This design comes from an exercise in tuning for a short achievable clock period and few clock cycles per item on the open sky130 flow, not from production work. Function was not checked in any run shown here: the RTL went through the layout flow alone. In every run shown here, the design's own scripts or RTL, not TritonCTS, make the clock network. The clock port is modelled as an ideal driver, which makes a skipped or thinned clock tree look cheaper than it is; a real chip needs a root buffer or a tree. Power and IR drop assume default switching activity.

$ cat config.mk
export PLATFORM = sky130hd
export DESIGN_NAME = dnp3_tx
export DESIGN_NICKNAME = dnp3_tx
export VERILOG_FILES = /design/flow/design.v
export SDC_FILE = /design/flow/constraint.sdc
export NUM_CORES = 4
export LEC_CHECK = 0
export ABC_CLOCK_PERIOD_IN_PS = 2500
export CAP_MARGIN = 20
export CORE_MARGIN = 2
export CORE_UTILIZATION = 55
export PLACE_DENSITY = 0.65
export SLEW_MARGIN = 20
$ cat flow/mcts.tcl
set mcts_leaf  [expr {[info exists ::env(MCTS_LEAF)] ? $::env(MCTS_LEAF) : 24}]
set mcts_roots [expr {[info exists ::env(MCTS_ROOTS)] ? $::env(MCTS_ROOTS) : 4}]
set mcts_db    [ord::get_db]
set mcts_block [ord::get_db_block]
set mcts_clk   [$mcts_block findNet clk]
set mcts_buf   [$mcts_db findMaster sky130_fd_sc_hd__clkbuf_16]

proc mcts_center {inst} {
  set bb [$inst getBBox]
  return [list [expr {([$bb xMin] + [$bb xMax]) / 2}] [expr {([$bb yMin] + [$bb yMax]) / 2}]]
}

# split a list of {x y item} into k groups of near-equal size, compact:
# recursive bisection across the longer side of the group's bounding box
proc mcts_split {items k} {
  set n [llength $items]
  if {$k <= 1 || $n <= 1} { return [list $items] }
  set xs {}; set ys {}
  foreach it $items { lappend xs [lindex $it 0]; lappend ys [lindex $it 1] }
  set w [expr {[tcl::mathfunc::max {*}$xs] - [tcl::mathfunc::min {*}$xs]}]
  set h [expr {[tcl::mathfunc::max {*}$ys] - [tcl::mathfunc::min {*}$ys]}]
  set axis [expr {$w >= $h ? 0 : 1}]
  set sorted [lsort -integer -index $axis $items]
  set k1 [expr {$k / 2}]
  set n1 [expr {int(round(double($n) * $k1 / $k))}]
  return [concat [mcts_split [lrange $sorted 0 [expr {$n1 - 1}]] $k1] \
                 [mcts_split [lrange $sorted $n1 end] [expr {$k - $k1}]]]
}

proc mcts_centroid {items} {
  set sx 0; set sy 0
  foreach it $items { incr sx [lindex $it 0]; incr sy [lindex $it 1] }
  set n [llength $items]
  return [list [expr {$sx / $n}] [expr {$sy / $n}]]
}

# Place each flip-flop that drives an output port's buffer next to that
# buffer, so its output wire is short; detailed placement legalizes them.
set mcts_moved 0
if {![info exists ::env(MCTS_MOVE_OUT)] || $::env(MCTS_MOVE_OUT)} {
  foreach bt [$mcts_block getBTerms] {
    if {[$bt getIoType] != "OUTPUT"} { continue }
    set net [$bt getNet]
    if {$net == "NULL" || $net == ""} { continue }
    set drv ""
    foreach it [$net getITerms] { if {[$it isOutputSignal]} { set drv $it } }
    if {$drv == ""} { continue }
    set buf [$drv getInst]
    set ff ""
    foreach it [$buf getITerms] {
      if {[$it isInputSignal]} {
        set n2 [$it getNet]
        if {$n2 == "NULL" || $n2 == ""} { continue }
        foreach it2 [$n2 getITerms] { if {[$it2 isOutputSignal]} { set ff [$it2 getInst] } }
      }
    }
    if {$ff == ""} { continue }
    if {![string match "*__*df*" [[$ff getMaster] getName]]} { continue }
    set loc [$buf getLocation]
    $ff setLocation [lindex $loc 0] [lindex $loc 1]
    incr mcts_moved
  }
}
puts "mcts: moved $mcts_moved output flip-flops next to their port buffers"

set mcts_sinks {}
foreach it [$mcts_clk getITerms] {
  lappend mcts_sinks [concat [mcts_center [$it getInst]] [list $it]]
}
set mcts_n [llength $mcts_sinks]
set mcts_k [expr {int(ceil(double($mcts_n) / $mcts_leaf))}]
puts "mcts: $mcts_n sinks, $mcts_k leaf buffers, $mcts_roots root buffers"

# a group spread wider than MCTS_SPAN um (half perimeter) is split again,
# so that no leaf drives a long wire
set mcts_span [expr {[info exists ::env(MCTS_SPAN)] ? $::env(MCTS_SPAN) : 80}]
set mcts_span_dbu [expr {int($mcts_span * [$mcts_block getDbUnitsPerMicron])}]
proc mcts_hpwl {items} {
  set xs {}; set ys {}
  foreach it $items { lappend xs [lindex $it 0]; lappend ys [lindex $it 1] }
  return [expr {[tcl::mathfunc::max {*}$xs] - [tcl::mathfunc::min {*}$xs] + \
                [tcl::mathfunc::max {*}$ys] - [tcl::mathfunc::min {*}$ys]}]
}
set mcts_groups {}
set mcts_todo [mcts_split $mcts_sinks $mcts_k]
while {[llength $mcts_todo] > 0} {
  set grp [lindex $mcts_todo 0]
  set mcts_todo [lrange $mcts_todo 1 end]
  if {[llength $grp] > 1 && [mcts_hpwl $grp] > $mcts_span_dbu} {
    set mcts_todo [concat [mcts_split $grp 2] $mcts_todo]
  } else {
    lappend mcts_groups $grp
  }
}
puts "mcts: [llength $mcts_groups] leaf groups after splitting groups wider than $mcts_span um"

set mcts_leaves {}
set li 0
foreach grp $mcts_groups {
  set c [mcts_centroid $grp]
  set inst [odb::dbInst_create $mcts_block $mcts_buf "mcts_leaf_$li"]
  set w [[$inst getMaster] getWidth]
  $inst setLocation [expr {[lindex $c 0] - $w / 2}] [lindex $c 1]
  $inst setPlacementStatus PLACED
  set net [odb::dbNet_create $mcts_block "mcts_l$li"]
  $net setSigType CLOCK
  [$inst findITerm X] connect $net
  foreach s $grp {
    set it [lindex $s 2]
    $it disconnect
    $it connect $net
  }
  lappend mcts_leaves [list [lindex $c 0] [lindex $c 1] $inst]
  incr li
}

set ri 0
foreach grp [mcts_split $mcts_leaves $mcts_roots] {
  set c [mcts_centroid $grp]
  set inst [odb::dbInst_create $mcts_block $mcts_buf "mcts_root_$ri"]
  set w [[$inst getMaster] getWidth]
  $inst setLocation [expr {[lindex $c 0] - $w / 2}] [lindex $c 1]
  $inst setPlacementStatus PLACED
  set net [odb::dbNet_create $mcts_block "mcts_r$ri"]
  $net setSigType CLOCK
  [$inst findITerm X] connect $net
  [$inst findITerm A] connect $mcts_clk
  foreach l $grp {
    [[lindex $l 2] findITerm A] connect $net
  }
  incr ri
}
$mcts_clk setSigType CLOCK

# the tree is built: the flow's call to TritonCTS does nothing else
rename clock_tree_synthesis mcts_unused_cts
proc clock_tree_synthesis {args} {
  puts "mcts: clock tree built by hand; TritonCTS skipped"
  set_propagated_clock [all_clocks]
}
$ cat standard.sh
#!/bin/bash
# synth_recipe.tcl (not shown) runs the flow's synth.tcl, then flattens the netlist and writes it again
# the make line also repeats each setting of config.mk as NAME=value (left out here)
make -C /OpenROAD-flow-scripts/flow DESIGN_CONFIG=/design/flow/config.mk WORK_HOME=/design/flow/orfs CLKGATE_MAP_FILE= SYNTH_SCRIPT=/design/flow/synth_recipe.tcl "${@:-finish}"
$ cat design.v
module dnp3_tx (
    input  wire        clk,
    input  wire        rst,
    input  wire        cmd_valid,
    output wire        cmd_ready,
    input  wire [7:0]  cmd_plen,    
    input  wire [7:0]  cmd_ctrl,    
    input  wire [15:0] cmd_dst,     
    input  wire [15:0] cmd_src,     
    input  wire        in_valid,
    output wire        in_ready,
    input  wire [31:0] in_data,
    output wire        out_valid,
    input  wire        out_ready,
    output wire [31:0] out_data,
    output wire        out_last,
    output reg         done_valid,
    output reg  [3:0]  done_err,
    output reg  [8:0]  done_len
);
    localparam [3:0] E_OK      = 4'd0,
                     E_LENGTH  = 4'd1,
                     E_RANGE   = 4'd6,
                     E_BADFNC  = 4'd8,
                     E_ADDRESS = 4'd9;
    localparam IFD = 4;               
    localparam IQA = 1;               
    localparam IQD = 1 << IQA;
    localparam PFA = 3;               
    localparam PFD = 1 << PFA;        
    function [15:0] crc_s4;
        input [15:0] x;
        begin
            crc_s4[0] = x[1] ^ x[2] ^ x[3] ^ x[4] ^ x[5] ^ x[12] ^ x[13] ^ x[14] ^ x[15];
            crc_s4[1] = x[2] ^ x[3] ^ x[4] ^ x[5] ^ x[6] ^ x[13] ^ x[14] ^ x[15];
            crc_s4[2] = x[3] ^ x[4] ^ x[5] ^ x[6] ^ x[7] ^ x[14] ^ x[15];
            crc_s4[3] = x[0] ^ x[1] ^ x[2] ^ x[3] ^ x[6] ^ x[7] ^ x[8] ^ x[12] ^ x[13] ^ x[14];
            crc_s4[4] = x[5] ^ x[7] ^ x[8] ^ x[9] ^ x[12];
            crc_s4[5] = x[0] ^ x[1] ^ x[2] ^ x[3] ^ x[4] ^ x[5] ^ x[6] ^ x[8] ^ x[9] ^ x[10] ^ x[12] ^ x[14] ^ x[15];
            crc_s4[6] = x[0] ^ x[6] ^ x[7] ^ x[9] ^ x[10] ^ x[11] ^ x[12] ^ x[14];
            crc_s4[7] = x[0] ^ x[1] ^ x[7] ^ x[8] ^ x[10] ^ x[11] ^ x[12] ^ x[13] ^ x[15];
            crc_s4[8] = x[3] ^ x[4] ^ x[5] ^ x[8] ^ x[9] ^ x[11] ^ x[15];
            crc_s4[9] = x[0] ^ x[4] ^ x[5] ^ x[6] ^ x[9] ^ x[10] ^ x[12];
            crc_s4[10] = x[2] ^ x[3] ^ x[4] ^ x[6] ^ x[7] ^ x[10] ^ x[11] ^ x[12] ^ x[14] ^ x[15];
            crc_s4[11] = x[1] ^ x[2] ^ x[7] ^ x[8] ^ x[11] ^ x[14];
            crc_s4[12] = x[2] ^ x[3] ^ x[8] ^ x[9] ^ x[12] ^ x[15];
            crc_s4[13] = x[3] ^ x[4] ^ x[9] ^ x[10] ^ x[13];
            crc_s4[14] = x[0] ^ x[1] ^ x[2] ^ x[3] ^ x[10] ^ x[11] ^ x[12] ^ x[13] ^ x[15];
            crc_s4[15] = x[0] ^ x[1] ^ x[2] ^ x[3] ^ x[4] ^ x[11] ^ x[12] ^ x[13] ^ x[14];
        end
    endfunction
    function [15:0] crc_d4;
        input [31:0] x;
        begin
            crc_d4[0] = x[1] ^ x[2] ^ x[3] ^ x[4] ^ x[5] ^ x[12] ^ x[13] ^ x[14] ^ x[15] ^ x[17] ^ x[21] ^ x[22] ^ x[23] ^ x[27] ^ x[28] ^ x[29];
            crc_d4[1] = x[2] ^ x[3] ^ x[4] ^ x[5] ^ x[6] ^ x[13] ^ x[14] ^ x[15] ^ x[16] ^ x[18] ^ x[22] ^ x[23] ^ x[24] ^ x[28] ^ x[29] ^ x[30];
            crc_d4[2] = x[3] ^ x[4] ^ x[5] ^ x[6] ^ x[7] ^ x[14] ^ x[15] ^ x[16] ^ x[17] ^ x[19] ^ x[23] ^ x[24] ^ x[25] ^ x[29] ^ x[30] ^ x[31];
            crc_d4[3] = x[0] ^ x[1] ^ x[2] ^ x[3] ^ x[6] ^ x[7] ^ x[8] ^ x[12] ^ x[13] ^ x[14] ^ x[16] ^ x[18] ^ x[20] ^ x[21] ^ x[22] ^ x[23] ^ x[24] ^ x[25] ^ x[26] ^ x[27] ^ x[28] ^ x[29] ^ x[30] ^ x[31];
            crc_d4[4] = x[5] ^ x[7] ^ x[8] ^ x[9] ^ x[12] ^ x[19] ^ x[24] ^ x[25] ^ x[26] ^ x[30] ^ x[31];
            crc_d4[5] = x[0] ^ x[1] ^ x[2] ^ x[3] ^ x[4] ^ x[5] ^ x[6] ^ x[8] ^ x[9] ^ x[10] ^ x[12] ^ x[14] ^ x[15] ^ x[17] ^ x[20] ^ x[21] ^ x[22] ^ x[23] ^ x[25] ^ x[26] ^ x[28] ^ x[29] ^ x[31];
            crc_d4[6] = x[0] ^ x[6] ^ x[7] ^ x[9] ^ x[10] ^ x[11] ^ x[12] ^ x[14] ^ x[16] ^ x[17] ^ x[18] ^ x[24] ^ x[26] ^ x[28] ^ x[30];
            crc_d4[7] = x[0] ^ x[1] ^ x[7] ^ x[8] ^ x[10] ^ x[11] ^ x[12] ^ x[13] ^ x[15] ^ x[17] ^ x[18] ^ x[19] ^ x[25] ^ x[27] ^ x[29] ^ x[31];
            crc_d4[8] = x[3] ^ x[4] ^ x[5] ^ x[8] ^ x[9] ^ x[11] ^ x[15] ^ x[16] ^ x[17] ^ x[18] ^ x[19] ^ x[20] ^ x[21] ^ x[22] ^ x[23] ^ x[26] ^ x[27] ^ x[29] ^ x[30];
            crc_d4[9] = x[0] ^ x[4] ^ x[5] ^ x[6] ^ x[9] ^ x[10] ^ x[12] ^ x[16] ^ x[17] ^ x[18] ^ x[19] ^ x[20] ^ x[21] ^ x[22] ^ x[23] ^ x[24] ^ x[27] ^ x[28] ^ x[30] ^ x[31];
            crc_d4[10] = x[2] ^ x[3] ^ x[4] ^ x[6] ^ x[7] ^ x[10] ^ x[11] ^ x[12] ^ x[14] ^ x[15] ^ x[18] ^ x[19] ^ x[20] ^ x[24] ^ x[25] ^ x[27] ^ x[31];
            crc_d4[11] = x[1] ^ x[2] ^ x[7] ^ x[8] ^ x[11] ^ x[14] ^ x[16] ^ x[17] ^ x[19] ^ x[20] ^ x[22] ^ x[23] ^ x[25] ^ x[26] ^ x[27] ^ x[29];
            crc_d4[12] = x[2] ^ x[3] ^ x[8] ^ x[9] ^ x[12] ^ x[15] ^ x[17] ^ x[18] ^ x[20] ^ x[21] ^ x[23] ^ x[24] ^ x[26] ^ x[27] ^ x[28] ^ x[30];
            crc_d4[13] = x[3] ^ x[4] ^ x[9] ^ x[10] ^ x[13] ^ x[16] ^ x[18] ^ x[19] ^ x[21] ^ x[22] ^ x[24] ^ x[25] ^ x[27] ^ x[28] ^ x[29] ^ x[31];
            crc_d4[14] = x[0] ^ x[1] ^ x[2] ^ x[3] ^ x[10] ^ x[11] ^ x[12] ^ x[13] ^ x[15] ^ x[19] ^ x[20] ^ x[21] ^ x[25] ^ x[26] ^ x[27] ^ x[30];
            crc_d4[15] = x[0] ^ x[1] ^ x[2] ^ x[3] ^ x[4] ^ x[11] ^ x[12] ^ x[13] ^ x[14] ^ x[16] ^ x[20] ^ x[21] ^ x[22] ^ x[26] ^ x[27] ^ x[28] ^ x[31];
        end
    endfunction
    function [15:0] crc_u1;
        input [15:0] x;
        begin
            crc_u1[0] = x[8] ^ x[10] ^ x[12] ^ x[13];
            crc_u1[1] = x[9] ^ x[11] ^ x[13] ^ x[14];
            crc_u1[2] = x[10] ^ x[12] ^ x[14] ^ x[15];
            crc_u1[3] = x[8] ^ x[10] ^ x[11] ^ x[12] ^ x[15];
            crc_u1[4] = x[8] ^ x[9] ^ x[10] ^ x[11];
            crc_u1[5] = x[8] ^ x[9] ^ x[11] ^ x[13];
            crc_u1[6] = x[8] ^ x[9] ^ x[13] ^ x[14];
            crc_u1[7] = x[9] ^ x[10] ^ x[14] ^ x[15];
            crc_u1[8] = x[0] ^ x[8] ^ x[11] ^ x[12] ^ x[13] ^ x[15];
            crc_u1[9] = x[1] ^ x[9] ^ x[12] ^ x[13] ^ x[14];
            crc_u1[10] = x[2] ^ x[8] ^ x[12] ^ x[14] ^ x[15];
            crc_u1[11] = x[3] ^ x[8] ^ x[9] ^ x[10] ^ x[12] ^ x[15];
            crc_u1[12] = x[4] ^ x[9] ^ x[10] ^ x[11] ^ x[13];
            crc_u1[13] = x[5] ^ x[10] ^ x[11] ^ x[12] ^ x[14];
            crc_u1[14] = x[6] ^ x[8] ^ x[10] ^ x[11] ^ x[15];
            crc_u1[15] = x[7] ^ x[9] ^ x[11] ^ x[12];
        end
    endfunction
    function [15:0] crc_u2;
        input [15:0] x;
        begin
            crc_u2[0] = x[0] ^ x[2] ^ x[4] ^ x[5] ^ x[9] ^ x[11] ^ x[12];
            crc_u2[1] = x[1] ^ x[3] ^ x[5] ^ x[6] ^ x[10] ^ x[12] ^ x[13];
            crc_u2[2] = x[2] ^ x[4] ^ x[6] ^ x[7] ^ x[11] ^ x[13] ^ x[14];
            crc_u2[3] = x[0] ^ x[2] ^ x[3] ^ x[4] ^ x[7] ^ x[8] ^ x[9] ^ x[11] ^ x[14] ^ x[15];
            crc_u2[4] = x[0] ^ x[1] ^ x[2] ^ x[3] ^ x[8] ^ x[10] ^ x[11] ^ x[15];
            crc_u2[5] = x[0] ^ x[1] ^ x[3] ^ x[5];
            crc_u2[6] = x[0] ^ x[1] ^ x[5] ^ x[6] ^ x[9] ^ x[11] ^ x[12];
            crc_u2[7] = x[1] ^ x[2] ^ x[6] ^ x[7] ^ x[10] ^ x[12] ^ x[13];
            crc_u2[8] = x[0] ^ x[3] ^ x[4] ^ x[5] ^ x[7] ^ x[8] ^ x[9] ^ x[12] ^ x[13] ^ x[14];
            crc_u2[9] = x[1] ^ x[4] ^ x[5] ^ x[6] ^ x[8] ^ x[9] ^ x[10] ^ x[13] ^ x[14] ^ x[15];
            crc_u2[10] = x[0] ^ x[4] ^ x[6] ^ x[7] ^ x[10] ^ x[12] ^ x[14] ^ x[15];
            crc_u2[11] = x[0] ^ x[1] ^ x[2] ^ x[4] ^ x[7] ^ x[8] ^ x[9] ^ x[12] ^ x[13] ^ x[15];
            crc_u2[12] = x[1] ^ x[2] ^ x[3] ^ x[5] ^ x[8] ^ x[9] ^ x[10] ^ x[13] ^ x[14];
            crc_u2[13] = x[2] ^ x[3] ^ x[4] ^ x[6] ^ x[9] ^ x[10] ^ x[11] ^ x[14] ^ x[15];
            crc_u2[14] = x[0] ^ x[2] ^ x[3] ^ x[7] ^ x[9] ^ x[10] ^ x[15];
            crc_u2[15] = x[1] ^ x[3] ^ x[4] ^ x[8] ^ x[10] ^ x[11];
        end
    endfunction
    function [15:0] crc_u3;
        input [15:0] x;
        begin
            crc_u3[0] = x[1] ^ x[3] ^ x[4] ^ x[9] ^ x[10] ^ x[11];
            crc_u3[1] = x[2] ^ x[4] ^ x[5] ^ x[10] ^ x[11] ^ x[12];
            crc_u3[2] = x[3] ^ x[5] ^ x[6] ^ x[11] ^ x[12] ^ x[13];
            crc_u3[3] = x[0] ^ x[1] ^ x[3] ^ x[6] ^ x[7] ^ x[9] ^ x[10] ^ x[11] ^ x[12] ^ x[13] ^ x[14];
            crc_u3[4] = x[0] ^ x[2] ^ x[3] ^ x[7] ^ x[8] ^ x[9] ^ x[12] ^ x[13] ^ x[14] ^ x[15];
            crc_u3[5] = x[8] ^ x[11] ^ x[13] ^ x[14] ^ x[15];
            crc_u3[6] = x[1] ^ x[3] ^ x[4] ^ x[10] ^ x[11] ^ x[12] ^ x[14] ^ x[15];
            crc_u3[7] = x[2] ^ x[4] ^ x[5] ^ x[11] ^ x[12] ^ x[13] ^ x[15];
            crc_u3[8] = x[0] ^ x[1] ^ x[4] ^ x[5] ^ x[6] ^ x[9] ^ x[10] ^ x[11] ^ x[12] ^ x[13] ^ x[14];
            crc_u3[9] = x[0] ^ x[1] ^ x[2] ^ x[5] ^ x[6] ^ x[7] ^ x[10] ^ x[11] ^ x[12] ^ x[13] ^ x[14] ^ x[15];
            crc_u3[10] = x[2] ^ x[4] ^ x[6] ^ x[7] ^ x[8] ^ x[9] ^ x[10] ^ x[12] ^ x[13] ^ x[14] ^ x[15];
            crc_u3[11] = x[0] ^ x[1] ^ x[4] ^ x[5] ^ x[7] ^ x[8] ^ x[13] ^ x[14] ^ x[15];
            crc_u3[12] = x[0] ^ x[1] ^ x[2] ^ x[5] ^ x[6] ^ x[8] ^ x[9] ^ x[14] ^ x[15];
            crc_u3[13] = x[1] ^ x[2] ^ x[3] ^ x[6] ^ x[7] ^ x[9] ^ x[10] ^ x[15];
            crc_u3[14] = x[1] ^ x[2] ^ x[7] ^ x[8] ^ x[9];
            crc_u3[15] = x[0] ^ x[2] ^ x[3] ^ x[8] ^ x[9] ^ x[10];
        end
    endfunction
    function [15:0] crc_ha;
        input [39:0] x;
        begin
            crc_ha[0] = x[3] ^ x[5] ^ x[9] ^ x[10] ^ x[11] ^ x[12] ^ x[13] ^ x[20] ^ x[21] ^ x[22] ^ x[23] ^ x[25] ^ x[29] ^ x[30] ^ x[31] ^ x[35] ^ x[36] ^ x[37] ^ 1'b1;
            crc_ha[1] = x[0] ^ x[4] ^ x[6] ^ x[10] ^ x[11] ^ x[12] ^ x[13] ^ x[14] ^ x[21] ^ x[22] ^ x[23] ^ x[24] ^ x[26] ^ x[30] ^ x[31] ^ x[32] ^ x[36] ^ x[37] ^ x[38];
            crc_ha[2] = x[0] ^ x[1] ^ x[5] ^ x[7] ^ x[11] ^ x[12] ^ x[13] ^ x[14] ^ x[15] ^ x[22] ^ x[23] ^ x[24] ^ x[25] ^ x[27] ^ x[31] ^ x[32] ^ x[33] ^ x[37] ^ x[38] ^ x[39];
            crc_ha[3] = x[1] ^ x[2] ^ x[3] ^ x[5] ^ x[6] ^ x[8] ^ x[9] ^ x[10] ^ x[11] ^ x[14] ^ x[15] ^ x[16] ^ x[20] ^ x[21] ^ x[22] ^ x[24] ^ x[26] ^ x[28] ^ x[29] ^ x[30] ^ x[31] ^ x[32] ^ x[33] ^ x[34] ^ x[35] ^ x[36] ^ x[37] ^ x[38] ^ x[39];
            crc_ha[4] = x[2] ^ x[4] ^ x[5] ^ x[6] ^ x[7] ^ x[13] ^ x[15] ^ x[16] ^ x[17] ^ x[20] ^ x[27] ^ x[32] ^ x[33] ^ x[34] ^ x[38] ^ x[39];
            crc_ha[5] = x[6] ^ x[7] ^ x[8] ^ x[9] ^ x[10] ^ x[11] ^ x[12] ^ x[13] ^ x[14] ^ x[16] ^ x[17] ^ x[18] ^ x[20] ^ x[22] ^ x[23] ^ x[25] ^ x[28] ^ x[29] ^ x[30] ^ x[31] ^ x[33] ^ x[34] ^ x[36] ^ x[37] ^ x[39];
            crc_ha[6] = x[3] ^ x[5] ^ x[7] ^ x[8] ^ x[14] ^ x[15] ^ x[17] ^ x[18] ^ x[19] ^ x[20] ^ x[22] ^ x[24] ^ x[25] ^ x[26] ^ x[32] ^ x[34] ^ x[36] ^ x[38] ^ 1'b1;
            crc_ha[7] = x[4] ^ x[6] ^ x[8] ^ x[9] ^ x[15] ^ x[16] ^ x[18] ^ x[19] ^ x[20] ^ x[21] ^ x[23] ^ x[25] ^ x[26] ^ x[27] ^ x[33] ^ x[35] ^ x[37] ^ x[39] ^ 1'b1;
            crc_ha[8] = x[0] ^ x[3] ^ x[7] ^ x[11] ^ x[12] ^ x[13] ^ x[16] ^ x[17] ^ x[19] ^ x[23] ^ x[24] ^ x[25] ^ x[26] ^ x[27] ^ x[28] ^ x[29] ^ x[30] ^ x[31] ^ x[34] ^ x[35] ^ x[37] ^ x[38];
            crc_ha[9] = x[0] ^ x[1] ^ x[4] ^ x[8] ^ x[12] ^ x[13] ^ x[14] ^ x[17] ^ x[18] ^ x[20] ^ x[24] ^ x[25] ^ x[26] ^ x[27] ^ x[28] ^ x[29] ^ x[30] ^ x[31] ^ x[32] ^ x[35] ^ x[36] ^ x[38] ^ x[39];
            crc_ha[10] = x[1] ^ x[2] ^ x[3] ^ x[10] ^ x[11] ^ x[12] ^ x[14] ^ x[15] ^ x[18] ^ x[19] ^ x[20] ^ x[22] ^ x[23] ^ x[26] ^ x[27] ^ x[28] ^ x[32] ^ x[33] ^ x[35] ^ x[39] ^ 1'b1;
            crc_ha[11] = x[2] ^ x[4] ^ x[5] ^ x[9] ^ x[10] ^ x[15] ^ x[16] ^ x[19] ^ x[22] ^ x[24] ^ x[25] ^ x[27] ^ x[28] ^ x[30] ^ x[31] ^ x[33] ^ x[34] ^ x[35] ^ x[37] ^ 1'b1;
            crc_ha[12] = x[3] ^ x[5] ^ x[6] ^ x[10] ^ x[11] ^ x[16] ^ x[17] ^ x[20] ^ x[23] ^ x[25] ^ x[26] ^ x[28] ^ x[29] ^ x[31] ^ x[32] ^ x[34] ^ x[35] ^ x[36] ^ x[38];
            crc_ha[13] = x[0] ^ x[4] ^ x[6] ^ x[7] ^ x[11] ^ x[12] ^ x[17] ^ x[18] ^ x[21] ^ x[24] ^ x[26] ^ x[27] ^ x[29] ^ x[30] ^ x[32] ^ x[33] ^ x[35] ^ x[36] ^ x[37] ^ x[39] ^ 1'b1;
            crc_ha[14] = x[1] ^ x[3] ^ x[7] ^ x[8] ^ x[9] ^ x[10] ^ x[11] ^ x[18] ^ x[19] ^ x[20] ^ x[21] ^ x[23] ^ x[27] ^ x[28] ^ x[29] ^ x[33] ^ x[34] ^ x[35] ^ x[38] ^ 1'b1;
            crc_ha[15] = x[2] ^ x[4] ^ x[8] ^ x[9] ^ x[10] ^ x[11] ^ x[12] ^ x[19] ^ x[20] ^ x[21] ^ x[22] ^ x[24] ^ x[28] ^ x[29] ^ x[30] ^ x[34] ^ x[35] ^ x[36] ^ x[39];
        end
    endfunction
    function [15:0] crc_hb;
        input [7:0] x;
        begin
            crc_hb[0] = x[0] ^ x[1] ^ x[4] ^ x[6] ^ x[7];
            crc_hb[1] = x[0] ^ x[1] ^ x[2] ^ x[5] ^ x[7];
            crc_hb[2] = x[0] ^ x[1] ^ x[2] ^ x[3] ^ x[6];
            crc_hb[3] = x[2] ^ x[3] ^ x[6];
            crc_hb[4] = x[1] ^ x[3] ^ x[6];
            crc_hb[5] = x[0] ^ x[1] ^ x[2] ^ x[6];
            crc_hb[6] = x[0] ^ x[2] ^ x[3] ^ x[4] ^ x[6];
            crc_hb[7] = x[0] ^ x[1] ^ x[3] ^ x[4] ^ x[5] ^ x[7];
            crc_hb[8] = x[0] ^ x[2] ^ x[5] ^ x[7];
            crc_hb[9] = x[1] ^ x[3] ^ x[6];
            crc_hb[10] = x[0] ^ x[1] ^ x[2] ^ x[6];
            crc_hb[11] = x[2] ^ x[3] ^ x[4] ^ x[6];
            crc_hb[12] = x[0] ^ x[3] ^ x[4] ^ x[5] ^ x[7];
            crc_hb[13] = x[0] ^ x[1] ^ x[4] ^ x[5] ^ x[6];
            crc_hb[14] = x[2] ^ x[4] ^ x[5];
            crc_hb[15] = x[0] ^ x[3] ^ x[5] ^ x[6];
        end
    endfunction
    function [3:0] header_err;
        input [7:0]  c;
        input [15:0] dst;
        input [15:0] src;
        reg          fnc_ok, fcv_req;
        begin
            fnc_ok  = c[6] ? (c[3:0] == 4'd0 || c[3:0] == 4'd1 || c[3:0] == 4'd2 ||
                              c[3:0] == 4'd3 || c[3:0] == 4'd4 || c[3:0] == 4'd9)
                           : (c[3:0] == 4'd0 || c[3:0] == 4'd1 || c[3:0] == 4'd11);
            fcv_req = (c[3:0] == 4'd2) || (c[3:0] == 4'd3);
            if (!fnc_ok)                        header_err = E_BADFNC;
            else if (c[6] && (c[4] != fcv_req)) header_err = E_RANGE;
            else if (!c[6] && c[5])             header_err = E_RANGE;
            else if (src == 16'hFFFF)           header_err = E_ADDRESS;
            else if (dst == src)                header_err = E_ADDRESS;
            else                                header_err = E_OK;
        end
    endfunction
    reg rst_r;
    always @(posedge clk) rst_r <= rst;
    wire rst_any = rst | rst_r;
    reg        cmd_ready_r;           
    reg        cmd_ready_p;           
    reg        c1_v;
    reg [7:0]  c1_p, c1_c;
    reg [15:0] c1_d, c1_s;
    assign cmd_ready = cmd_ready_p;
    always @(posedge clk) begin
        c1_v <= !rst && cmd_valid && cmd_ready_r;
        c1_p <= cmd_plen;
        c1_c <= cmd_ctrl;
        c1_d <= cmd_dst;
        c1_s <= cmd_src;
    end
    wire        c1_w    = c1_v && !rst_r;
    wire [7:0]  c1_len  = c1_p + 8'd5;
    wire [4:0]  c1_pblk = {1'b0, c1_p[7:4]} + {4'd0, (c1_p[3:0] != 4'd0)};
    wire [8:0]  c1_p10  = {1'b0, c1_p} + 9'd10;      
    wire [3:0]  c1_err  = (c1_p > 8'd250) ? E_LENGTH : header_err(c1_c, c1_d, c1_s);
    wire        c1_ok   = (c1_err == E_OK);
    wire [6:0]  c1_nb   = {1'b0, c1_p[7:2]} + {6'd0, (c1_p[1:0] != 2'd0)};
    wire [15:0] c1_hs   = crc_ha({c1_s, c1_d, c1_c}) ^ crc_hb(c1_len);    
    reg [93:0]  iq_mem [0:IQD-1];
    reg [IQA-1:0] iq_wr, iq_rd;
    reg [IQA:0] iq_cnt;
    reg [IQA:0] iq_free;              
    reg         iq_ne;
    wire        iq_pop;
    always @(posedge clk) begin
        if (c1_w)
            iq_mem[iq_wr] <= {c1_hs, c1_s, c1_d, c1_c, c1_len, (c1_p == 8'd0), c1_nb, c1_ok,
                              c1_err, c1_p10, c1_pblk, 1'b0, c1_p[1:0]};
    end
    wire [IQA:0] iq_free_n = iq_free - {{IQA{1'b0}}, c1_v} + {{IQA{1'b0}}, iq_pop};
    wire [IQA:0] iq_cnt_n  = iq_cnt + {{IQA{1'b0}}, c1_w} - {{IQA{1'b0}}, iq_pop};
    always @(posedge clk) begin
        if (rst_r) begin
            iq_wr  <= {IQA{1'b0}};
            iq_rd  <= {IQA{1'b0}};
            iq_cnt <= {(IQA+1){1'b0}};
            iq_ne  <= 1'b0;
        end else begin
            if (c1_w) iq_wr <= iq_wr + 1'b1;
            if (iq_pop) iq_rd <= iq_rd + 1'b1;
            iq_cnt <= iq_cnt_n;
            iq_ne  <= (iq_cnt_n != 0);
        end
        if (rst_any) begin
            iq_free     <= IQD;
            cmd_ready_r <= 1'b1;
            cmd_ready_p <= 1'b1;
        end else begin
            iq_free     <= iq_free_n;
            cmd_ready_r <= (iq_free_n > {{IQA{1'b0}}, cmd_ready_r});
            cmd_ready_p <= (iq_free_n > {{IQA{1'b0}}, cmd_ready_p});
        end
    end
    reg        in_ready_r;            
    reg        in_ready_p;            
    reg        i1_v;
    reg [31:0] i1_d;
    assign in_ready = in_ready_p;
    always @(posedge clk) begin
        i1_v <= !rst && in_valid && in_ready_r;
        i1_d <= in_data;
    end
    reg [31:0] if_mem [0:IFD-1];
    reg [1:0]  if_wr, if_rd;
    reg        if_ne;
    reg [2:0]  if_cnt;
    reg [2:0]  if_free;               
    wire       if_pop;
    wire [2:0] if_cnt_n  = if_cnt + {2'd0, i1_v} - {2'd0, if_pop};
    wire [2:0] if_free_n = if_free - {2'd0, i1_v} + {2'd0, if_pop};
    always @(posedge clk) begin
        if (i1_v) if_mem[if_wr] <= i1_d;
        if (rst_r) begin
            if_wr <= 2'd0; if_rd <= 2'd0; if_cnt <= 3'd0; if_ne <= 1'b0;
        end else begin
            if (i1_v) if_wr <= if_wr + 2'd1;
            if (if_pop) if_rd <= if_rd + 2'd1;
            if_cnt <= if_cnt_n;
            if_ne  <= (if_cnt_n != 3'd0);
        end
        if (rst_any) begin
            if_free    <= IFD;
            in_ready_r <= 1'b1;
            in_ready_p <= 1'b1;
        end else begin
            if_free    <= if_free_n;
            in_ready_r <= (if_free_n > {2'd0, in_ready_r});
            in_ready_p <= (if_free_n > {2'd0, in_ready_p});
        end
    end
    wire [93:0] iq_h     = iq_mem[iq_rd];
    wire [15:0] iqh_hs   = iq_h[93:78];
    wire [15:0] iqh_src  = iq_h[77:62];
    wire [15:0] iqh_dst  = iq_h[61:46];
    wire [7:0]  iqh_ctrl = iq_h[45:38];
    wire [7:0]  iqh_len  = iq_h[37:30];
    wire        iqh_zp   = iq_h[29];
    wire [6:0]  iqh_nb   = iq_h[28:22];
    wire        iqh_ok   = iq_h[21];
    wire [3:0]  iqh_err  = iq_h[20:17];
    wire [8:0]  iqh_p10  = iq_h[16:8];
    wire [5:0]  iqh_pb2  = iq_h[7:2];
    wire [1:0]  iqh_pm   = iq_h[1:0];
    localparam [1:0] IP_CMD = 2'd0, IP_HDR = 2'd1, IP_PAY = 2'd2;
    reg  [1:0]  ip;
    reg         cur_ok, cur_last;
    reg  [6:0]  cur_rem;
    reg  [3:0]  cur_err;
    reg  [8:0]  cur_tlen;
    reg  [1:0]  cur_pm, cur_bib;
    reg  [PFD-1:0] pf_cred;           
    wire        cred_ok = pf_cred[0];
    wire pf_pop;
    wire go_cmd  = (ip == IP_CMD) && iq_ne && cred_ok;
    wire go_hdr  = (ip == IP_HDR) && cred_ok;
    wire beat    = (ip == IP_PAY) && if_ne && (!cur_ok || cred_ok);
    wire issue   = (go_cmd && iqh_ok) || go_hdr || (beat && cur_ok);
    wire ld_cur  = (go_cmd && !iqh_ok) || go_hdr;
    assign iq_pop = ld_cur;
    assign if_pop = beat;
    wire [31:0] if_h = if_mem[if_rd];
    reg         s2_v, s2_hdr, s2_first, s2_end, s2_last;
    reg  [1:0]  s2_k;                 
    reg  [31:0] s2_d;
    reg  [15:0] s2_hs;
    always @(posedge clk) begin
        s2_hs <= iqh_hs;
        case (ip)
            IP_CMD: begin
                s2_d     <= {iqh_ctrl, iqh_len, 8'h64, 8'h05};
                s2_hdr   <= 1'b1;
                s2_first <= 1'b1;
                s2_end   <= 1'b0;
                s2_last  <= 1'b0;
                s2_k     <= 2'd0;
            end
            IP_HDR: begin
                s2_d     <= {iqh_src, iqh_dst};
                s2_hdr   <= 1'b1;
                s2_first <= 1'b1;
                s2_end   <= 1'b1;
                s2_last  <= iqh_zp;
                s2_k     <= 2'd0;
            end
            default: begin
                s2_d     <= if_h;
                s2_hdr   <= 1'b0;
                s2_first <= (cur_bib == 2'd0);
                s2_end   <= (cur_bib == 2'd3) || cur_last;
                s2_last  <= cur_last;
                s2_k     <= cur_last ? cur_pm : 2'd0;
            end
        endcase
        if (rst_r) begin
            ip      <= IP_CMD;
            s2_v    <= 1'b0;
            pf_cred <= {PFD{1'b1}};
        end else begin
            s2_v    <= issue;
            if (issue && !pf_pop)
                pf_cred <= {1'b0, pf_cred[PFD-1:1]};
            else if (pf_pop && !issue)
                pf_cred <= {pf_cred[PFD-2:0], 1'b1};
            if (go_cmd)
                ip <= iqh_ok ? IP_HDR : ((iqh_nb == 7'd0) ? IP_CMD : IP_PAY);
            else if (go_hdr)
                ip <= iqh_zp ? IP_CMD : IP_PAY;
            else if (beat && cur_last)
                ip <= IP_CMD;
        end
        if (ld_cur) begin
            cur_ok   <= iqh_ok;
            cur_rem  <= iqh_nb;
            cur_last <= (iqh_nb == 7'd1);
            cur_err  <= iqh_err;
            cur_tlen <= iqh_ok ? (iqh_p10 + {3'd0, iqh_pb2}) : 9'd0;
            cur_pm   <= iqh_pm;
            cur_bib  <= 2'd0;
        end else if (beat) begin
            cur_rem  <= cur_rem - 7'd1;
            cur_last <= (cur_rem == 7'd2);
            cur_bib  <= cur_bib + 2'd1;
        end
        if (rst_any)
            done_valid <= 1'b0;
        else
            done_valid <= (go_cmd && !iqh_ok && iqh_nb == 7'd0) || (go_hdr && iqh_zp) ||
                          (beat && cur_last);
        done_err <= (ip == IP_PAY) ? cur_err  : iqh_err;
        done_len <= (ip == IP_PAY) ? cur_tlen : ((ip == IP_HDR) ? 9'd10 : 9'd0);
    end
    reg  [31:0] s2_dm;
    always @(*) begin
        case (s2_k)
            2'd1:    s2_dm = {24'd0, s2_d[7:0]};
            2'd2:    s2_dm = {16'd0, s2_d[15:0]};
            2'd3:    s2_dm = {8'd0, s2_d[23:0]};
            default: s2_dm = s2_d;
        endcase
    end
    reg         s3_v, s3_first, s3_end, s3_last;
    reg  [1:0]  s3_k;
    reg  [31:0] s3_d;
    reg  [15:0] s3_dx;
    always @(posedge clk) begin
        s3_v     <= s2_v && !rst_r;
        s3_first <= s2_first;
        s3_end   <= s2_end;
        s3_last  <= s2_last;
        s3_k     <= s2_k;
        s3_d     <= s2_d;
        s3_dx    <= s2_hdr ? s2_hs : crc_d4(s2_dm);
    end
    reg  [15:0] acc;
    reg         s4_v, s4_end, s4_last;
    reg  [1:0]  s4_k;
    reg  [31:0] s4_d;
    wire [15:0] acc_in = s3_first ? 16'd0 : acc;
    always @(posedge clk) begin
        s4_v    <= s3_v && !rst_r;
        s4_end  <= s3_end;
        s4_last <= s3_last;
        s4_k    <= s3_k;
        s4_d    <= s3_d;
        if (s3_v) acc <= crc_s4(acc_in) ^ s3_dx;
    end
    reg  [15:0] acc_c;
    always @(*) begin
        case (s4_k)
            2'd1:    acc_c = crc_u3(acc);
            2'd2:    acc_c = crc_u2(acc);
            2'd3:    acc_c = crc_u1(acc);
            default: acc_c = acc;
        endcase
    end
    wire [15:0] crc_o = ~acc_c;
    reg  [49:0] chunk;
    always @(*) begin
        if (!s4_end)
            chunk = {1'b0, 1'b0, 16'd0, s4_d};
        else if (!s4_last)
            chunk = {1'b0, 1'b1, crc_o, s4_d};
        else case (s4_k)
            2'd1:    chunk = {1'b1, 1'b0, 24'd0, crc_o, s4_d[7:0]};
            2'd2:    chunk = {1'b1, 1'b0, 16'd0, crc_o, s4_d[15:0]};
            2'd3:    chunk = {1'b1, 1'b1, 8'd0,  crc_o, s4_d[23:0]};
            default: chunk = {1'b1, 1'b1,        crc_o, s4_d};
        endcase
    end
    reg         s5_v;
    reg  [49:0] s5_c;
    always @(posedge clk) begin
        s5_v <= s4_v && !rst_r;
        s5_c <= chunk;
    end
    reg  [49:0]  pf_mem [0:PFD-1];
    reg  [PFD-1:0] pf_wr, pf_rd1;     
    reg  [PFD-1:0] pf_cnt;            
    wire         pf_hv = pf_cnt[0];                  
    wire         pf_c0 = !pf_cnt[0];                 
    wire         pf_c1 = pf_cnt[0] && !pf_cnt[1];    
    reg  [49:0]  pf_h;
    wire         pf_push = s5_v;
    reg  [49:0]  pf_nx;
    integer      j;
    always @(*) begin
        pf_nx = 50'd0;
        for (j = 0; j < PFD; j = j + 1)
            pf_nx = pf_nx | (pf_rd1[j] ? pf_mem[j] : 50'd0);
    end
    always @(posedge clk) begin
        for (j = 0; j < PFD; j = j + 1)
            if (pf_push && pf_wr[j]) pf_mem[j] <= s5_c;
        if (pf_push && (pf_pop ? pf_c1 : pf_c0))
            pf_h <= s5_c;
        else if (pf_pop)
            pf_h <= pf_nx;
        if (rst_r) begin
            pf_wr  <= {{(PFD-1){1'b0}}, 1'b1};
            pf_rd1 <= {{(PFD-2){1'b0}}, 2'b10};
            pf_cnt <= {PFD{1'b0}};
        end else begin
            if (pf_push) pf_wr  <= {pf_wr[PFD-2:0], pf_wr[PFD-1]};
            if (pf_pop)  pf_rd1 <= {pf_rd1[PFD-2:0], pf_rd1[PFD-1]};
            if (pf_push && !pf_pop)
                pf_cnt <= {pf_cnt[PFD-2:0], 1'b1};
            else if (pf_pop && !pf_push)
                pf_cnt <= {1'b0, pf_cnt[PFD-1:1]};
        end
    end
    reg         pc2, pc4;   
    reg         pl;         
    reg  [31:0] pend;
    reg         up_rdy;     
    wire        take    = up_rdy && !pc4 && pf_hv;
    wire        emit    = (up_rdy && pc4) || take;
    wire        ck_last = pf_h[49];
    wire        ck_wide = pf_h[48];
    assign pf_pop = take;
    wire [31:0] e_d = pc4 ? pend : (pc2 ? {pf_h[15:0], pend[15:0]} : pf_h[31:0]);
    wire        e_l = pc4 ? pl : (ck_last && !pc2 && !ck_wide);
    always @(posedge clk) begin
        if (take)
            pend <= pc2 ? pf_h[47:16] : {16'd0, pf_h[47:32]};
        if (rst_r) begin
            pc2 <= 1'b0;
            pc4 <= 1'b0;
            pl  <= 1'b0;
        end else if (up_rdy && pc4) begin
            pc4 <= 1'b0;
        end else if (take) begin
            if (ck_last) begin
                pc2 <= 1'b0;
                pc4 <= pc2 || ck_wide;
                pl  <= 1'b1;
            end else begin
                pc2 <= pc2 ^ ck_wide;
                pc4 <= pc2 & ck_wide;
                pl  <= 1'b0;
            end
        end
    end
    reg         o_v, k_v;
    reg         o_vp;                 
    reg  [32:0] o_q, o_hd, k_q;
    assign out_valid = o_vp;
    assign out_data  = o_q[31:0];
    assign out_last  = o_q[32];
    wire        o_free = !o_v || out_ready;
    wire [32:0] o_new  = k_v ? k_q : {e_l, e_d};
    always @(posedge clk) begin
        if (o_free)
            o_hd <= o_new;
        if (rst_any)
            o_q <= 33'd0;
        else
            o_q <= o_free ? o_new : o_hd;
        if (!k_v)
            k_q <= {e_l, e_d};
        if (rst_any) begin
            o_v    <= 1'b0;
            o_vp   <= 1'b0;
            k_v    <= 1'b0;
            up_rdy <= 1'b0;
        end else begin
            o_v    <= !o_free || k_v || emit;
            o_vp   <= (o_vp && !out_ready) || k_v || emit;
            k_v    <= !o_free && (k_v || emit);
            up_rdy <= !(!o_free && (k_v || emit));
        end
    end
endmodule
$ cat flow/run.sh
#!/bin/bash
# The standard layout (standard.sh), with three changes to how it is made:
#  - the setup repair aims further below the clock period (SETUP_SLACK_MARGIN),
#  - the ports are buffered with buf_4 cells,
#  - the clock tree is built by flow/mcts.tcl (a balanced two-level tree of
#    clkbuf_16 cells: four root buffers on the clock port, each driving the
#    leaf buffers of its part of the die) in place of TritonCTS; it also
#    places each flip-flop that drives an output port next to its port buffer.
# The whole ORFS output goes to standard.log in this folder.
set -e
here=$(pwd)
export SETUP_SLACK_MARGIN=6
export BUFFER_PORTS_ARGS="-buffer_cell sky130_fd_sc_hd__buf_4"
export PRE_CTS_TCL=$here/flow/mcts.tcl
export MCTS_LEAF=26
export MCTS_ROOTS=4
export MCTS_SPAN=80
bash standard.sh > standard.log 2>&1
$ cat constraint.sdc
create_clock -name core_clock -period 8.0 [get_ports {clk}]
set_input_delay 1.6000 -clock core_clock [delete_from_list [all_inputs] [get_ports {clk}]]
set_output_delay 1.6000 -clock core_clock [all_outputs]
set_load 0.01 [all_outputs]
==> summary.md, run 1 <==
| Metric | Value |
|---|---|
| Seq/Total Area, Yosys | `66.7%` |
| Placed insts | `4802` |
| Final HPWL DP | `82400 um` |
| Crit Path Class | `flip-flop to output port` |
| Crit. Startpoint | `o_q[30]` |
| First-pass GRT wire length | `199000 um` |
| PwrDens | `304 nW/um^2` |
| Sum of negative setup slack | `0 ns` |
| Mapped Cells | `3612` |
| Pins Over Slew Limit | `0` |
| Final setup margin | `5.43 ns` |
| Commonest cells in the netlist | `831 x edfxtp_1, 460 x dfxtp_1, 417 x xnor2_1` |
| Vias | `30600` |
| Max VDD drop | `0.239 mV` |
| Drt total wl | `138000 um` |
| Die Height | `309 um` |
| Worst path depth | `1` |
| Final instance area | `63200 um^2` |
| Worst setup EP type | `output port` |
| Place WS | `4.52 ns` |
| Post-DP Area | `53800 um^2` |
| Synth unique cells | `76` |
| Reg clk slew, reported paths | `0.10 ns` |
| Hold WC Path Type | `flip-flop to flip-flop` |
| Proportion of netlist area held by the largest area contributor | `48.7%` |
| Layout cells sized above 1 | `33.6%` |
| DIE AREA | `95700 um^2` |
| Main flop type after synthesis | `edfxtp_1` |
| Fin crit share | `32.1%` |
| Post-synth EDFFs | `831` |
| Fillers | `6109` |
| DRC | `0` |
| Delay-heaviest family, CP | `flip-flops` |
| Hold Crit Start | `s3_d[3]` |
| Slowest stage delay, CP | `0.34 ns` |
| Post-route insts no fill | `5204` |
| Initial DRC count | `2727` |
| Critical-path maximum fanout | `1` |
| Count leader, synth | `edfxtp_1` |
| Period minus WS final | `2.57 ns` |
| Initial Utilization | `55.7%` |
| Final estimated routing congestion in global placement | `0.920` |
| Worst setup path endpoint | `out_data[30]` |
| Synth Cell Area | `51300 um^2` |
| DR vias/cell | `5.87` |
| WP buf/inv | `1` |
| Synthesis-to-finish area growth | `23.3%` |
| Clock Skew | `0.0560 ns` |
| Port Buffer Count | `134` |
| Max_cap viols | `0` |
| Async S/R FF share, synth | `0%` |
| Grt ovf | `0` |
| Crit-path cells | `buf_6` |
| Final Hold Vio Count | `0` |
| CP Data Arrival Time | `0.97 ns` |
| #FFs+latches synth | `1291` |
| Nets | `4095` |
| R2r worst-path depth | `10` |
| Synth area leader | `edfxtp_1` |
| DRT Pass-1 Iters | `5` |
| Critical-path top delay cell | `dfxtp_2` |
| Worst Setup Start Kind | `flip-flop` |
| Final ANT Viol Nets | `0` |
| FP Rows | `111` |
| FMAX | `389 MHz` |
| Synth area leaders | `edfxtp_1 49%, dfxtp_1 18%, xnor2_1 7.1%` |
| R2R Path Start | `acc[8]` |
| Core Area | `91900 um^2` |
| Gr usage total | `27.8%` |
| Ports | `135` |
| P_leak | `0.0225 uW` |
| Req. time, crit path | `6.40 ns` |
| Max_slew headroom | `35.2%` |
| Worst slew pin tran | `0.971 ns` |
| Initial antenna violation count | `3` |
| Final Setup Violations | `0` |
| Skew-Pair Late Insertion Delay | `0.51 ns` |
| Largest net degree at the start of global routing | `67` |
| Run status | `timing/DRC/antenna clean` |
| Synthesis Warnings | `2` |
| Vias in the first global route | `30600` |
| Die width | `309 um` |
| Net count after synthesis | `3746` |
| RR Endpoint | `s5_c[20]` |
| RSZ-0062 raised after global routing | `yes` |
| Syn Area/Cell | `14.2 um^2` |
| WL per Instance | `26.5 um` |
| Reg2Reg Setup Slack | `5.43 ns` |
## worst min path at each step
stage	to	slack, ns	cells past startpoint
2_1_floorplan	s3_end	0.31	0
3_3_place_gp	s4_d[10]	0.31	0
3_5_place_dp	s4_d[17]	0.31	0
4_1_cts	s4_d[3]	0.29	0
5_1_grt	s4_d[3]	0.29	0
6_report	s4_d[3]	0.28	0
## layout make-up
cell class                 count  area [um^2]  area share (%)
sequential                  1291        34500            54.6
inverter                      58          288           0.455
timing repair inverter         1         8.76          0.0139
antenna                        2         5.00         0.00792
multi-input combinational   2046        20000            31.6
timing repair buffer         491         5030            7.96
tap                         1243         1560            2.46
buffer                        72         1800            2.85
## report_power, final
group	total [uW]	switching (uW)	leakage, uW	internal (uW)
Combinational	6910	3350	0.0102	3560
Clock	3520	1940	0.000887	1580
Sequential	8780	801	0.0114	7980
Total	19200	6090	0.0225	13100
## through the flow
stage	hold slack, ns	util (%)	total power, uW
after floorplan	0.310	-	12300
after global placement	0.311	58.5	13600
after detailed placement	0.312	58.5	13600
after CTS	0.292	66.3	18400
after global routing	0.293	68.7	19900
final	0.279	68.7	19200
## state kept, by name, indices dropped and copies added, names as in the netlist, 33 cells and up, named ones only
name,cells
pf_mem,400
iq_mem,182
if_mem,128
pf_h,50
s5_c,50
k_q,33
o_hd,33
o_q,33
## worst reg2reg max path, delay by kind of cell (launching register included)
kind	cells	cell delay, ns
xor+xnor	4	0.95
compound gates	3	0.59
flops	1	0.54
buf+inv	3	0.47
## placed cells by master (no fill, tap or decap), drive strengths merged, types with 8 or more instances in the layout
master and n:
edfxtp 831, buf 486, dfxtp 460, xnor2 428
nor2 203, nand2 202, xor2 157, o21ai 122
a221oi 109, a22o 101, mux2 94, a21oi 93
mux2i 83, and2 82, clkbuf 72, inv 53
a31oi 53, mux4 48, ha 46, nand2b 26
nor3 20, nor2b 19, o22ai 17, nand3 13
xnor3 11, a22oi 10, o221ai 10, nand4 8
nor4 8
## kinds of logic after synthesis
group / after synthesis / share of synthesized area, %
AOI/OAI and AO/OA: 566 / 7.72
buffers and inverters: 284 / 2.30
muxes: 225 / 5.80
xor gates and xnor gates: 601 / 11.0
and+or+nand+nor: 596 / 5.26
adders and majority gates: 49 / 1.24
DFF: 1291 / 66.7
## repair_timing
item,4_1_cts,5_1_grt
hold buffers,0,0
endpoints found under the hold margin,0,0
pin swaps,170,194
gates resized for setup,718,284
gates cloned,16,2
setup buffers,218,92
setup endpoints to repair,687,503
## routing by layer
layer | up-vias | GRT usage (%) | wire length (um)
met4 | 4 | 8.70 | 5770
met5 | - | 0 | 27
met1 | 15400 | 37.4 | 55500
li1 | 13700 | - | -
met3 | 299 | 2.32 | 7660
met2 | 1179 | 48.4 | 69200
==> run 2: changes to the inputs <==
--- a/design.v
+++ b/design.v
@@ -27,5 +27,5 @@
     localparam IQA = 1;               
     localparam IQD = 1 << IQA;
-    localparam PFA = 3;               
+    localparam PFA = 4;               
     localparam PFD = 1 << PFA;        
     function [15:0] crc_s4;
==> run 2 against run 1 <==
  * Via count rose by 30%
  * Area after synthesis rose by 31%
  * First-iteration DRC count rose by 78%
  * Worst hold slack improved by 0.019 ns
  * Combinational power rose by 3.6%
  * Flip-flop and latch count rose by 432
  * Critical path type unchanged
  * Largest cell class unchanged
  * Highest routed layer is now met4
==> summary.md, run 2 <==
| Metric | Value |
|---|---|
| PwrDens | `290 nW/um^2 (was 304 nW/um^2)` |
| Clock Skew | `0.0850 ns (was 0.0560 ns)` |
| P_leak | `0.0277 uW (was 0.0225 uW)` |
| Grt ovf | `0 (unchanged)` |
| Syn Area/Cell | `15.0 um^2 (was 14.2 um^2)` |
| Core Area | `120000 um^2 (was 91900 um^2)` |
| FP Rows | `127 (was 111)` |
| Nets | `4986 (was 4095)` |
| Drt total wl | `190000 um (was 138000 um)` |
| Max_slew headroom | `31.1% (was 35.2%)` |
| Synth unique cells | `71 (was 76)` |
| RR Endpoint | `s5_c[25] (was s5_c[20])` |
| Pins Over Slew Limit | `0 (unchanged)` |
| Hold WC Path Type | `flip-flop to flip-flop (unchanged)` |
| Gr usage total | `29.0% (was 27.8%)` |
| Net count after synthesis | `4603 (was 3746)` |
| Delay-heaviest family, CP | `flip-flops (unchanged)` |
| Synthesis-to-finish area growth | `20.2% (was 23.3%)` |
| Seq/Total Area, Yosys | `70.0% (was 66.7%)` |
| Worst path depth | `1 (unchanged)` |
| Max VDD drop | `0.360 mV (was 0.239 mV)` |
| Flop pwr share | `49.5% (was 45.7%)` |
| WP buf/inv | `1 (unchanged)` |
| R2R Path Start | `acc[12] (was acc[8])` |
| Internal power | `16400 uW (was 13100 uW)` |
| DRT met1 WL | `73200 um (was 55500 um)` |
| Most common cell after layout, fill and taps aside | `edfxtp_1 (unchanged)` |
| Initial Utilization | `55.6% (was 55.7%)` |
| Worst slew pin tran | `1.03 ns (was 0.971 ns)` |
| Post-synth EDFFs | `1231 (was 831)` |
| DRT Pass-1 Iters | `6 (was 5)` |
| Main flop type after synthesis | `edfxtp_1 (unchanged)` |
| Commonest cells in the netlist | `1231 x edfxtp_1, 492 x dfxtp_1, 409 x xnor2_1 (was 831 x edfxtp_1, 460 x dfxtp_1, 417 x xnor2_1)` |
| Final Hold Vio Count | `0 (unchanged)` |
| Place WS | `4.59 ns (was 4.52 ns)` |
| Fin crit share | `33.0% (was 32.1%)` |
| Proportion of netlist area held by the largest area contributor | `55.3% (was 48.7%)` |
| Initial DRC count | `4854 (was 2727)` |
| WL per Instance | `29.4 um (was 26.5 um)` |
| #FFs+latches synth | `1723 (was 1291)` |
| Mapped Cells | `4469 (was 3612)` |
| Critical-path top delay cell | `dfxtp_2 (unchanged)` |
| DIE AREA | `124000 um^2 (was 95700 um^2)` |
| Skew-Pair Late Insertion Delay | `0.59 ns (was 0.51 ns)` |
| Req. time, crit path | `6.40 ns (about the same)` |
| Synth Cell Area | `66900 um^2 (was 51300 um^2)` |
| Vias in the first global route | `38800 (was 30600)` |
| Final setup margin | `5.36 ns (was 5.43 ns)` |
| Reg clk slew, reported paths | `0.10 ns (about the same)` |
| Crit Path Class | `flip-flop to output port (unchanged)` |
| Hold Path Depth | `0 (unchanged)` |
| First-pass GRT wire length | `267000 um (was 199000 um)` |
| Met2 WL | `93600 um (was 69200 um)` |
| WHS | `0.298 ns (was 0.279 ns)` |
| Commonest non-fill, non-tap cells in the layout | `1231 x edfxtp_1, 345 x dfxtp_1, 311 x buf_4 (was 831 x edfxtp_1, 308 x dfxtp_1, 282 x buf_4)` |
| FMAX | `379 MHz (was 389 MHz)` |
| DR WL met3 | `13300 um (was 7660 um)` |
| Die Height | `353 um (was 309 um)` |
| Hold Path End | `s4_d[15] (was s4_d[3])` |
| Worst setup EP type | `output port (unchanged)` |
| Final ANT Viol Nets | `0 (unchanged)` |
| Logic gate share of total power | `30.7% (was 36.0%)` |
| Critical-path maximum fanout | `2 (was 1)` |
| Synthesis Warnings | `2 (unchanged)` |
| Final estimated routing congestion in global placement | `0.913 (was 0.920)` |
| Ports | `135 (unchanged)` |
| Slowest stage delay, CP | `0.36 ns (was 0.34 ns)` |
| DRC | `0 (unchanged)` |
| Hold Crit Start | `s3_d[15] (was s3_d[3])` |
| CP Data Arrival Time | `1.04 ns (was 0.97 ns)` |
| Placed insts | `5995 (was 4802)` |
| Sum of negative setup slack | `0 ns (unchanged)` |
| Clock power share | `19.9% (was 18.3%)` |
| DR top layer | `met4 (was met5)` |
| Crit-path cells | `buf_6 (unchanged)` |
| Async S/R FF share, synth | `0% (unchanged)` |
| Synth area leader | `edfxtp_1 (unchanged)` |
| Regs by FF count | `pf_mem: 800 flops, iq_mem: 182 flops, if_mem: 128 flops (was pf_mem: 400 flops, iq_mem: 182 flops, if_mem: 128 flops)` |
| Run status | `timing/DRC/antenna clean (unchanged)` |
| Die width | `353 um (was 309 um)` |
| Reg2Reg Setup Slack | `5.57 ns (was 5.43 ns)` |
| RSZ-0062 raised after global routing | `yes (unchanged)` |
| Final Setup Violations | `0 (unchanged)` |
| Power, Total | `23300 uW (was 19200 uW)` |
| Port Buffer Count | `134 (unchanged)` |
| Worst Setup Start Kind | `flip-flop (unchanged)` |
| Final HPWL DP | `102000 um (was 82400 um)` |
| Initial antenna violation count | `1 (was 3)` |
| Synth area leaders | `edfxtp_1 55%, dfxtp_1 15%, xnor2_1 5.4% (was edfxtp_1 49%, dfxtp_1 18%, xnor2_1 7.1%)` |
| Period minus WS final | `2.64 ns (was 2.57 ns)` |
| Largest Register | `pf_mem (unchanged)` |
| Post-route insts no fill | `6463 (was 5204)` |
| R2r worst-path depth | `11 (was 10)` |
| Max reg flops | `800 (was 400)` |
| Count leader, synth | `edfxtp_1 (unchanged)` |
| NetSw | `6920 uW (was 6090 uW)` |
| Hold_buf cts | `0 (unchanged)` |
| Vias | `39800 (was 30600)` |
| Layout cells sized above 1 | `28.9% (was 33.6%)` |
| Max_cap viols | `0 (unchanged)` |
| Sw Ratio | `29.6% (was 31.7%)` |
| DR vias/cell | `6.15 (was 5.87)` |
| Largest net degree at the start of global routing | `89 (was 67)` |
[run 2: cell families (layout without fill, tap and decap cells)]
logic type / after synthesis / in the layout / synth area share (%)
other cells: 0 / 1 / 0
compound gates: 792 / 792 / 8.46
flops: 1723 / 1723 / 70.0
simple gates: 728 / 742 / 5.16
buf+inv: 341 / 708 / 2.03
xor+xnor: 593 / 593 / 8.70
mux: 243 / 243 / 4.72
fa+ha+maj: 49 / 49 / 0.950
[run 2: worst max path at each step]
stage / slack (ns) / start / endpoint
after global placement: 4.58 / flip-flop / cur_tlen[7]
final: 5.36 / o_vp / out_valid
after detailed placement: 4.59 / flip-flop / cur_tlen[8]
after floorplan: 5.44 / out_ready / o_q[25]
after CTS: 5.35 / o_vp / out_valid
after global routing: 5.33 / o_vp / out_valid
[run 2: metrics by stage]
step	instance area, um^2	util, %
after floorplan	68000	-
after global placement	70100	58.2
after CTS	77700	64.6
final	80400	66.8
after global routing	80400	66.8
after detailed placement	70100	58.2
[run 2: metal layers]
metal,vias to the layer above,global-route usage [%]
met5,-,0
met4,0,11.1
met3,414,2.11
met2,1873,49.5
met1,20200,39.1
li1,17300,-
[run 2: power by group through the flow]
stage | Clock [uW] | Sequential [uW] | Combinational, uW
after CTS | 4680 | 11500 | 6210
final | 4630 | 11500 | 7160
after floorplan | 0 | 11100 | 4200
after global placement | 0 | 11700 | 4840
after detailed placement | 0 | 11800 | 4880
after global routing | 4970 | 11600 | 7550
[run 2: final cells by class]
class	instances	area, um^2
flip-flops and latches	1723	47100
multi-input cells	2419	22600
well taps	1612	2020
fillers	8262	39900
repair inverters	1	8.76
plain buffers	93	2330
inverters	62	298
diodes	1	2.50
repair buffers	552	5990
[run 2: what timing repair did]
item,in CTS,in global routing
resized for setup,630,294
cloned,24,9
setup endpoints to repair,1109,737
buffers inserted,232,109
pin swaps,175,172

==> re-timing with driven ports <==
The results above use ideal ports. As a check the final layouts listed here were re-extracted and re-timed, cells and wires unchanged.
Step 1: set_driving_cell puts a clkbuf_16 on clk and a buf_2 on each other input, an assumption about the parent block.
Step 2, shift: input delay + t, output delay - t, t = (earliest + latest rising clock arrival at the registers) / 2. This alone moves slack from input paths to output paths.
a / b / c = no drivers / after step 1 / after step 2; a / b = the first two.
run | t (ns) | setup slack, ns | hold slack, ns | worst setup path at the end | latest minus earliest clock arrival (ns)
run 1 | 0.629 | 5.431 / 5.284 / 5.400 | 0.279 / 0.279 / 0.279 | input to register | 0.060 / 0.061
run 2 | 0.709 | 5.361 / 5.200 / 5.395 | 0.298 / 0.298 / 0.298 | input to register | 0.090 / 0.090
After both steps every run listed still meets setup and hold. The setup slack of run 1, which loses most, moves by -0.147 ns with the drivers and by -0.031 ns with both steps.
